This design comes from an exercise in tuning for small area, a short achievable clock period and few clock cycles per item on the open sky130 flow, not from production work.
Power figures rest on the tool's default switching activity, not on a simulated workload.

== the previous run ==
## ymodem_rx_unit
module ymodem_rx_unit (
    input  wire        clk,
    input  wire        rst,           
    input  wire        cmd_valid,
    output wire        cmd_ready,
    input  wire [15:0] cmd,
    output reg         res_valid,
    output reg  [1:0]  res_st,        
    output reg  [31:0] res_val,
    output reg  [1:0]  res_tx_n,      
    output wire [7:0]  res_tx0,
    output reg  [7:0]  res_tx1,
    output reg  [1:0]  res_ev_n,      
    output reg  [2:0]  res_ev0,
    output reg  [2:0]  res_ev1,
    output wire [3:0]  res_ev_code,   
    output reg         res_pay        
);
Settings: LEC_CHECK=0, CAP_MARGIN=20, CORE_MARGIN=2, CORE_UTILIZATION=40, SLEW_MARGIN=20, BUFFER_PORTS_ARGS=-buffer_cell sky130_fd_sc_hd__buf_2, ABC_CLOCK_PERIOD_IN_PS=2000, SETUP_SLACK_MARGIN=2.25, CTS_ARGS=-sink_clustering_enable -repair_clock_nets -root_buf sky130_fd_sc_hd__clkbuf_16 -buf_list {sky130_fd_sc_hd__clkbuf_8} -dont_use_dummy_load, ABC_AREA=1; clock period 4.0 ns.
standard.sh (not shown) runs the stock make flow with config.mk's settings and CLKGATE_MAP_FILE= SYNTH_SCRIPT=/design/flow/synth_recipe.tcl, a recipe that flattens the netlist after the stock synthesis.
==> flow/flow/run.sh <==
#!/bin/bash
# The standard layout (standard.sh), with two changes:
#  - the extra ORFS settings of flow/extra.mk are appended to config.mk;
#  - synthesis is the standard flow's synthesis script with ABC's mapping script replaced
#    by flow/abc_area.script (an area-oriented mapping); only the combinational
#    mapping changes, the registers are those of the standard synthesis.
set -o pipefail
cat flow/extra.mk >> config.mk
{
  head -n 1 synth_recipe.tcl
  cat <<EOT
proc abc {args} {
  set i [lsearch -exact \$args -script]
  if {\$i >= 0} { lset args [expr {\$i + 1}] $PWD/flow/abc_area.script }
  yosys abc {*}\$args
}
EOT
  tail -n +2 synth_recipe.tcl
} > flow_synth.tcl
sed "s|SYNTH_SCRIPT=[^ ]*|SYNTH_SCRIPT=$PWD/flow_synth.tcl|" standard.sh > flow_standard.sh
bash flow_standard.sh > standard.log 2>&1
==> flow/flow/abc_area.script <==
strash
&get -n
&st
&dch
&nf -a
&put
buffer -c
topo
stime -c
upsize -c
dnsize -c
==> flow/flow/extra.mk <==
export BUFFER_PORTS_ARGS = -buffer_cell sky130_fd_sc_hd__buf_2
export DONT_USE_CELLS += sky130_fd_sc_hd__or4_1 sky130_fd_sc_hd__or4_2 sky130_fd_sc_hd__or4_4 sky130_fd_sc_hd__or4b_1 sky130_fd_sc_hd__or4b_2 sky130_fd_sc_hd__or4b_4 sky130_fd_sc_hd__or4bb_1 sky130_fd_sc_hd__or4bb_2 sky130_fd_sc_hd__or4bb_4 sky130_fd_sc_hd__nor4_1 sky130_fd_sc_hd__nor4_2 sky130_fd_sc_hd__nor4_4 sky130_fd_sc_hd__nor4b_1 sky130_fd_sc_hd__nor4b_2 sky130_fd_sc_hd__nor4b_4 sky130_fd_sc_hd__nor4bb_1 sky130_fd_sc_hd__nor4bb_2 sky130_fd_sc_hd__nor4bb_4 sky130_fd_sc_hd__or3_1 sky130_fd_sc_hd__or3_2 sky130_fd_sc_hd__or3_4 sky130_fd_sc_hd__or3b_1 sky130_fd_sc_hd__or3b_2 sky130_fd_sc_hd__or3b_4 sky130_fd_sc_hd__a2111oi_0 sky130_fd_sc_hd__a2111oi_1 sky130_fd_sc_hd__a2111oi_2 sky130_fd_sc_hd__a2111oi_4 sky130_fd_sc_hd__a2111o_1 sky130_fd_sc_hd__a2111o_2 sky130_fd_sc_hd__a2111o_4 sky130_fd_sc_hd__clkdlybuf4s50_1 sky130_fd_sc_hd__clkdlybuf4s50_2
export ABC_CLOCK_PERIOD_IN_PS = 2000
export SETUP_SLACK_MARGIN = 2.25
export CTS_ARGS = -sink_clustering_enable -repair_clock_nets -root_buf sky130_fd_sc_hd__clkbuf_16 -buf_list {sky130_fd_sc_hd__clkbuf_8} -dont_use_dummy_load
export ABC_AREA = 1
Input-level comparison between the current run and the previous run:
diff --git a/flow/design.v b/flow/design.v
--- a/flow/design.v
+++ b/flow/design.v
@@ -59,20 +59,21 @@
                  | (c_hi3 & (c_lo0 | c_lo2 | c_lo3 | c_lo4) & c_z) | (c_hi3 & c_lo1);
     wire c_sx  = (c_imm == 8'h01) | (c_imm == 8'h02);
     wire c_eot = (c_imm == 8'h04);
     wire c_can = (c_imm == 8'h18);
     reg       cv;             
     reg [7:0] imm;            
     reg       op_reset, op_gf, op_bad, st_flt;
     reg       e_cinit, e_cbyte, e_cread, e_start, rxb, tmo, e_abort, e_status;
     reg       d_sx, d_eot, d_can, d_oth;
     reg       lo_ok;          
+    reg       sel_rx;         
     wire fault_nx = ~op_reset & (fault | op_bad);
     wire c_run    = c_v & ~fault_nx;
     always @(posedge clk) begin
         cv       <= c_v;
         imm      <= c_imm;
         op_reset <= c_v & c_hi0 & c_lo1 & c_z;
         op_gf    <= c_v & c_hi0 & c_lo2 & c_z;
         op_bad   <= c_v & ~c_sys & ~c_legal;
         st_flt   <= ~c_sys & (~c_legal | fault_nx);
         e_cinit  <= c_run & c_hi1 & c_lo0 & c_z;
@@ -81,21 +82,26 @@
         e_start  <= c_run & c_hi3 & c_lo0 & c_z;
         rxb      <= c_run & c_hi3 & c_lo1;
         tmo      <= c_run & c_hi3 & c_lo2 & c_z;
         e_abort  <= c_run & c_hi3 & c_lo3 & c_z;
         e_status <= c_run & c_hi3 & c_lo4 & c_z;
         d_sx     <= c_sx;
         d_eot    <= c_eot;
         d_can    <= c_can;
         d_oth    <= ~(c_sx | c_eot | c_can);
         lo_ok    <= (c_imm == rx_crc[7:0]);
+        sel_rx   <= c_op[5];                    
     end
+    wire [7:0]  crc_x   = (sel_rx ? rx_crc[15:8] : crc_acc[15:8]) ^ imm;
+    wire [15:0] crc_t   = crc_step(16'd0, crc_x);
+    wire [15:0] acc_nx  = {crc_acc[7:0], 8'h00} ^ crc_t;
+    wire [15:0] rx_nx   = {rx_crc[7:0], 8'h00} ^ crc_t;
     wire ph_act    = ph[LEAD] | ph[SEQ] | ph[CMP] | ph[DATA] | ph[CRCH] | ph[CRCL];
     wire ph_off    = ph[IDLE] | ph[DONE] | ph[FAILED];
     wire last      = rx_big ? (&rx_cnt) : (&rx_cnt[6:0]);
     wire pend_ok   = (rx_pend == 2'd0);
     wire chk_ok    = pend_ok & lo_ok;
     wire crcl      = rxb & ph[CRCL];
     wire acc       = crcl & chk_ok;
     wire null_hdr  = ~rx_hdr & ~rx_nz;
     wire acc_null  = acc & null_hdr;
     wire acc_blk   = acc & ~null_hdr;
@@ -172,21 +178,21 @@
             rx_eotc  <= 2'd0;
             rx_canc  <= 2'd0;
             rx_retry <= 3'd0;
             rx_err   <= 4'd0;
         end else begin
             if (op_bad)
                 fault <= 1'b1;
             if (e_cinit)
                 crc_acc <= 16'd0;
             if (e_cbyte)
-                crc_acc <= crc_step(crc_acc, imm);
+                crc_acc <= acc_nx;
             ph <= ph_n;
             if (e_start) begin
                 rx_exp   <= 8'd0;
                 rx_hdr   <= 1'b0;
                 rx_big   <= 1'b0;
             end
             if (lead_sx)
                 rx_big <= imm[1];
             if (acc_blk) begin
                 rx_hdr <= 1'b1;
@@ -197,35 +203,42 @@
             else if (eot_lead)
                 rx_eotc <= rx_eotc + 2'd1;
             if (e_start | nak_tmo | (lead & ~d_can))
                 rx_canc <= 2'd0;
             else if (can_lead)
                 rx_canc <= rx_canc + 2'd1;
             if (e_start | acc)
                 rx_retry <= 3'd0;
             else if (nak)
                 rx_retry <= rx_retry + 3'd1;
-            rx_err <= ({4{nak_fail}}  & 4'd6) | ({4{nak_purge}} & nak_reason)
-                    | ({4{can_fail}}  & 4'd7) | ({4{abort}}     & 4'd8)
-                    | ({4{~(e_start | acc | nak | can_fail | abort)}} & rx_err);
+            if (e_start | acc)
+                rx_err <= 4'd0;
+            else if (nak_fail)
+                rx_err <= 4'd6;
+            else if (nak_purge)
+                rx_err <= nak_reason;
+            else if (can_fail)
+                rx_err <= 4'd7;
+            else if (abort)
+                rx_err <= 4'd8;
         end
         if (rxb) begin
             if (ph[SEQ])
                 rx_crc[7:0] <= imm;
             if (ph[CMP]) begin
                 rx_crc  <= 16'd0;
                 rx_cnt  <= 10'd0;
                 rx_nz   <= 1'b0;
                 rx_pend <= (imm != ~rx_crc[7:0]) ? 2'd1 :
                            (rx_crc[7:0] != rx_exp) ? 2'd2 : 2'd0;
             end
             if (ph[DATA]) begin
-                rx_crc <= crc_step(rx_crc, imm);
+                rx_crc <= rx_nx;
                 rx_cnt <= rx_cnt + 10'd1;
                 if (imm != 8'd0) rx_nz <= 1'b1;
             end
             if (ph[CRCH] & pend_ok & (imm != rx_crc[15:8]))
                 rx_pend <= 2'd3;
         end
     end
     assign cmd_ready = 1'b1;
 endmodule
### Flow results
- Slowest stage cell on the critical path = sky130_fd_sc_hd__edfxtp_1: the previous run; slowest stage cell on the critical path = sky130_fd_sc_hd__dfxtp_4: the current run
- Relative to the previous run, the post-CTS setup buffer count of the current run is higher by 16.
- Comparing share of total power in combinational logic for the current run and the previous run, the bigger number came from the current run.
- The current run vs the previous run: worst setup slack down
- | tightest slew margin relative to the limit | the current run vs the previous run | 4.5 points higher |
- From the previous run to the current run the numbers moved as follows: maximum fanout count along the critical path went up by 5; internal portion of total power went up by about 4%.
- Going from the previous run to the current run, number of buffers other than clock buffers in the final layout moved up, area after synthesis moved up, finished layout cell area moved up.
No functional check of the RTL was part of any run of this note.


== the reference run ==
ymodem_rx_unit, a different RTL version from the one above (not shown whole).
For scale: about 640 cells after synthesis, ~86 I/O pins, about 6500 um^2 of cells after synthesis.
Design ymodem_rx_unit, start of the top module:
module ymodem_rx_unit (
    input  wire        clk,
    input  wire        rst,           
    input  wire        cmd_valid,
    output wire        cmd_ready,
    input  wire [15:0] cmd,
    output reg         res_valid,
    output reg  [1:0]  res_st,        
    output reg  [31:0] res_val,
    output reg  [1:0]  res_tx_n,      
    output reg  [7:0]  res_tx0,
    output reg  [7:0]  res_tx1,
    output reg  [1:0]  res_ev_n,      
    output reg  [2:0]  res_ev0,
    output reg  [2:0]  res_ev1,
    output reg  [3:0]  res_ev_code,   
    output reg         res_pay        
);
export LEC_CHECK = 0
export CAP_MARGIN = 20
export CORE_MARGIN = 2
export CORE_UTILIZATION = 40
export SLEW_MARGIN = 20
export BUFFER_PORTS_ARGS = -buffer_cell sky130_fd_sc_hd__buf_2
export ABC_CLOCK_PERIOD_IN_PS = 2000
export SETUP_SLACK_MARGIN = 2.0
export CTS_ARGS = -sink_clustering_enable -repair_clock_nets -buf_list {sky130_fd_sc_hd__clkbuf_4 sky130_fd_sc_hd__clkbuf_8} -dont_use_dummy_load
create_clock -name core_clock -period 4.0 [get_ports {clk}]
==> flow/flow/run.sh <==
#!/bin/bash
# The standard layout (standard.sh, its synthesis unchanged in its registers),
# with the extra ORFS settings of flow/extra.mk appended to config.mk.
set -o pipefail
cat flow/extra.mk >> config.mk
bash standard.sh > standard.log 2>&1
==> flow/flow/extra.mk <==
export BUFFER_PORTS_ARGS = -buffer_cell sky130_fd_sc_hd__buf_2
export DONT_USE_CELLS += sky130_fd_sc_hd__or4_1 sky130_fd_sc_hd__or4_2 sky130_fd_sc_hd__or4_4 sky130_fd_sc_hd__or4b_1 sky130_fd_sc_hd__or4b_2 sky130_fd_sc_hd__or4b_4 sky130_fd_sc_hd__or4bb_1 sky130_fd_sc_hd__or4bb_2 sky130_fd_sc_hd__or4bb_4 sky130_fd_sc_hd__nor4_1 sky130_fd_sc_hd__nor4_2 sky130_fd_sc_hd__nor4_4 sky130_fd_sc_hd__nor4b_1 sky130_fd_sc_hd__nor4b_2 sky130_fd_sc_hd__nor4b_4 sky130_fd_sc_hd__nor4bb_1 sky130_fd_sc_hd__nor4bb_2 sky130_fd_sc_hd__nor4bb_4 sky130_fd_sc_hd__or3_1 sky130_fd_sc_hd__or3_2 sky130_fd_sc_hd__or3_4 sky130_fd_sc_hd__or3b_1 sky130_fd_sc_hd__or3b_2 sky130_fd_sc_hd__or3b_4 sky130_fd_sc_hd__a2111oi_0 sky130_fd_sc_hd__a2111oi_1 sky130_fd_sc_hd__a2111oi_2 sky130_fd_sc_hd__a2111oi_4 sky130_fd_sc_hd__a2111o_1 sky130_fd_sc_hd__a2111o_2 sky130_fd_sc_hd__a2111o_4 sky130_fd_sc_hd__clkdlybuf4s50_1 sky130_fd_sc_hd__clkdlybuf4s50_2
export ABC_CLOCK_PERIOD_IN_PS = 2000
export SETUP_SLACK_MARGIN = 2.0
export CTS_ARGS = -sink_clustering_enable -repair_clock_nets -buf_list {sky130_fd_sc_hd__clkbuf_4 sky130_fd_sc_hd__clkbuf_8} -dont_use_dummy_load
### the reference run -> the trial run
--- a/flow/design.v
+++ b/flow/design.v
@@ -3,13 +3,13 @@
     input  wire        rst,           
     input  wire        cmd_valid,
     output wire        cmd_ready,
     input  wire [15:0] cmd,
     output reg         res_valid,
     output reg  [1:0]  res_st,        
-    output reg  [31:0] res_val,
+    output wire [31:0] res_val,
     output reg  [1:0]  res_tx_n,      
     output reg  [7:0]  res_tx0,
     output reg  [7:0]  res_tx1,
     output reg  [1:0]  res_ev_n,      
     output reg  [2:0]  res_ev0,
     output reg  [2:0]  res_ev1,
@@ -133,28 +133,29 @@
     wire go_purge  = nak_purge;
     wire go_done   = eot_done | acc_null;
     wire go_failed = can_fail | nak_fail | abort;
     wire [9:0] go  = {go_failed, go_done, go_purge, go_crcl, go_crch,
                       go_data, go_cmp, go_seq, go_lead, 1'b0};
     wire move      = |go;
+    wire [3:0] go_code = {go_done | go_failed,
+                          go_data | go_crch | go_crcl | go_purge,
+                          go_seq | go_cmp | go_crcl | go_purge,
+                          go_lead | go_cmp | go_crch | go_purge | go_failed};
     wire clr = rst | (cv & op_reset);
-    wire [3:0] ph_code = {ph[DONE] | ph[FAILED],
-                          ph[DATA] | ph[CRCH] | ph[CRCL] | ph[PURGE],
-                          ph[SEQ] | ph[CMP] | ph[CRCL] | ph[PURGE],
-                          ph[LEAD] | ph[CMP] | ph[CRCH] | ph[PURGE] | ph[FAILED]};
+    reg       sel_gf, sel_crc, sel_st;       
+    reg [3:0] ph_bin;                        
+    wire [15:0] st_lo = {rx_canc, rx_eotc, 1'b0, rx_retry, rx_err, ph_bin};
+    assign res_val = {6'd0, {10{sel_st}} & {rx_big, rx_hdr, rx_exp},
+                      ({16{sel_st}} & st_lo) | ({16{sel_crc}} & crc_acc)
+                      | {15'd0, sel_gf & fault}};
     always @(posedge clk) begin
         res_valid <= cv & ~rst;
         res_st <= faulted ? 2'd2 : (rxb & ph_off) ? 2'd1 : 2'd0;
-        res_val <= 32'd0;
-        if (op_gf)
-            res_val[0] <= fault;
-        else if (e_cread)
-            res_val[15:0] <= crc_acc;
-        else if (e_status)
-            res_val[25:0] <= {rx_big, rx_hdr, rx_exp, rx_canc, rx_eotc,
-                              1'b0, rx_retry, rx_err, ph_code};
+        sel_gf  <= op_gf;
+        sel_crc <= e_cread;
+        sel_st  <= e_status;
         res_tx_n <= {acc_blk & ~rx_hdr,
                      e_start | eot_lead | can_lead | (acc_blk & rx_hdr) | purge_end};
         begin : tx0
             reg is_c, is_n;
             is_c = op_start;
             is_n = op_tmo | (~ph[CRCL] & imm[2] & ~rx_eotc[0]);
@@ -168,12 +169,13 @@
         res_ev_code <= {op_abort, ~op_abort, ~op_abort, d_can};
         res_pay <= rxb & ph[DATA];
         if (clr) begin
             fault    <= 1'b0;
             crc_acc  <= 16'd0;
             ph       <= 10'd1;
+            ph_bin   <= 4'd0;
             rx_exp   <= 8'd0;
             rx_hdr   <= 1'b0;
             rx_big   <= 1'b0;
             rx_eotc  <= 2'd0;
             rx_canc  <= 2'd0;
             rx_retry <= 3'd0;
@@ -182,14 +184,16 @@
             if (op_bad)
                 fault <= 1'b1;
             if (e_cinit)
                 crc_acc <= 16'd0;
             if (e_cbyte)
                 crc_acc <= crc_nxt;
-            if (move)
-                ph <= go;
+            if (move) begin
+                ph     <= go;
+                ph_bin <= go_code;
+            end
             if (e_start) begin
                 rx_exp   <= 8'd0;
                 rx_hdr   <= 1'b0;
                 rx_big   <= 1'b0;
                 rx_retry <= 3'd0;
                 rx_err   <= 4'd0;
### Flow results
The trial run reached the end of the flow, and the finished layout is clean on the timing, DRC and antenna checks. Area added between synthesis and finish ends up higher on the trial run. Measured against each other, the trial run and the reference run differ in slew at the pin closest to its max-slew limit, the higher figure coming from the reference run. When the trial run is set beside the reference run, its mean routed wirelength per cell turns out to be 1.1 um larger. The trial run ended up with a higher setup fix buffers added after clock tree synthesis than the reference run did. On count of mapped cells out of synthesis: between the trial run and the reference run, it ends up lower for the trial run. Post-layout worst setup margin is lower on the trial run. The trial run ended with more portion of the clock cycle consumed by the worst path in the final layout than the reference run. The die of the trial run is smaller than the one used in the reference run. When the final numbers for the trial run and the reference run were put side by side, the CTS sink count turned out to be smaller in the trial run. [diff] register-to-register slack, the trial run relative to the reference run: regression. Taking the reference run as the reference, in the trial run share of total power in combinational logic increased by 0.6 points relative to the old numbers; worst path arrival time down 0.78 ns. When the final numbers for the trial run and the reference run were put side by side, the maximum VDD drop turned out to be greater in the reference run. Looking at final non-filler cell area across both flows, the trial run is the stronger of the two, with the reference run trailing.
Function was not checked in any run of this note: the RTL went through the layout flow alone.

## afterwards: timing with drivers on the ports
Ports are ideal in the flow. The routed layouts listed here were re-timed in OpenROAD.
Step 1: set_driving_cell puts a clkbuf_16 on clk and a buf_2 on each other input, an assumption about the parent block.
Step 2 times the ports against the registers' clock, not the clock port: input delays grow and output delays shrink by t, the midpoint of the rising clock arrivals with the driver on.
Three values: ideal, step 1, step 2; two values: the first two.
run	shift t [ns]	slack for setup (ns)	worst setup path at the end	latest minus earliest clock arrival (ns)	worst register clock-pin slew, ns
the previous run	0.400	2.272 / 2.252 / 1.986	input to register	0.025 / 0.024	0.08 / 0.08
the current run	0.403	2.090 / 2.090 / 1.829	input to register	0.030 / 0.030	0.08 / 0.08
the reference run	0.489	2.067 / 2.067 / 1.883	input to register	0.032 / 0.033	0.08 / 0.08
the trial run	0.472	1.837 / 1.802 / 1.601	input to register	0.016 / 0.016	0.07 / 0.07
After both steps setup and hold are still met in every run listed. For the previous run, which loses most, drivers alone change the setup slack by -0.020 ns; drivers and shift together by -0.286 ns.
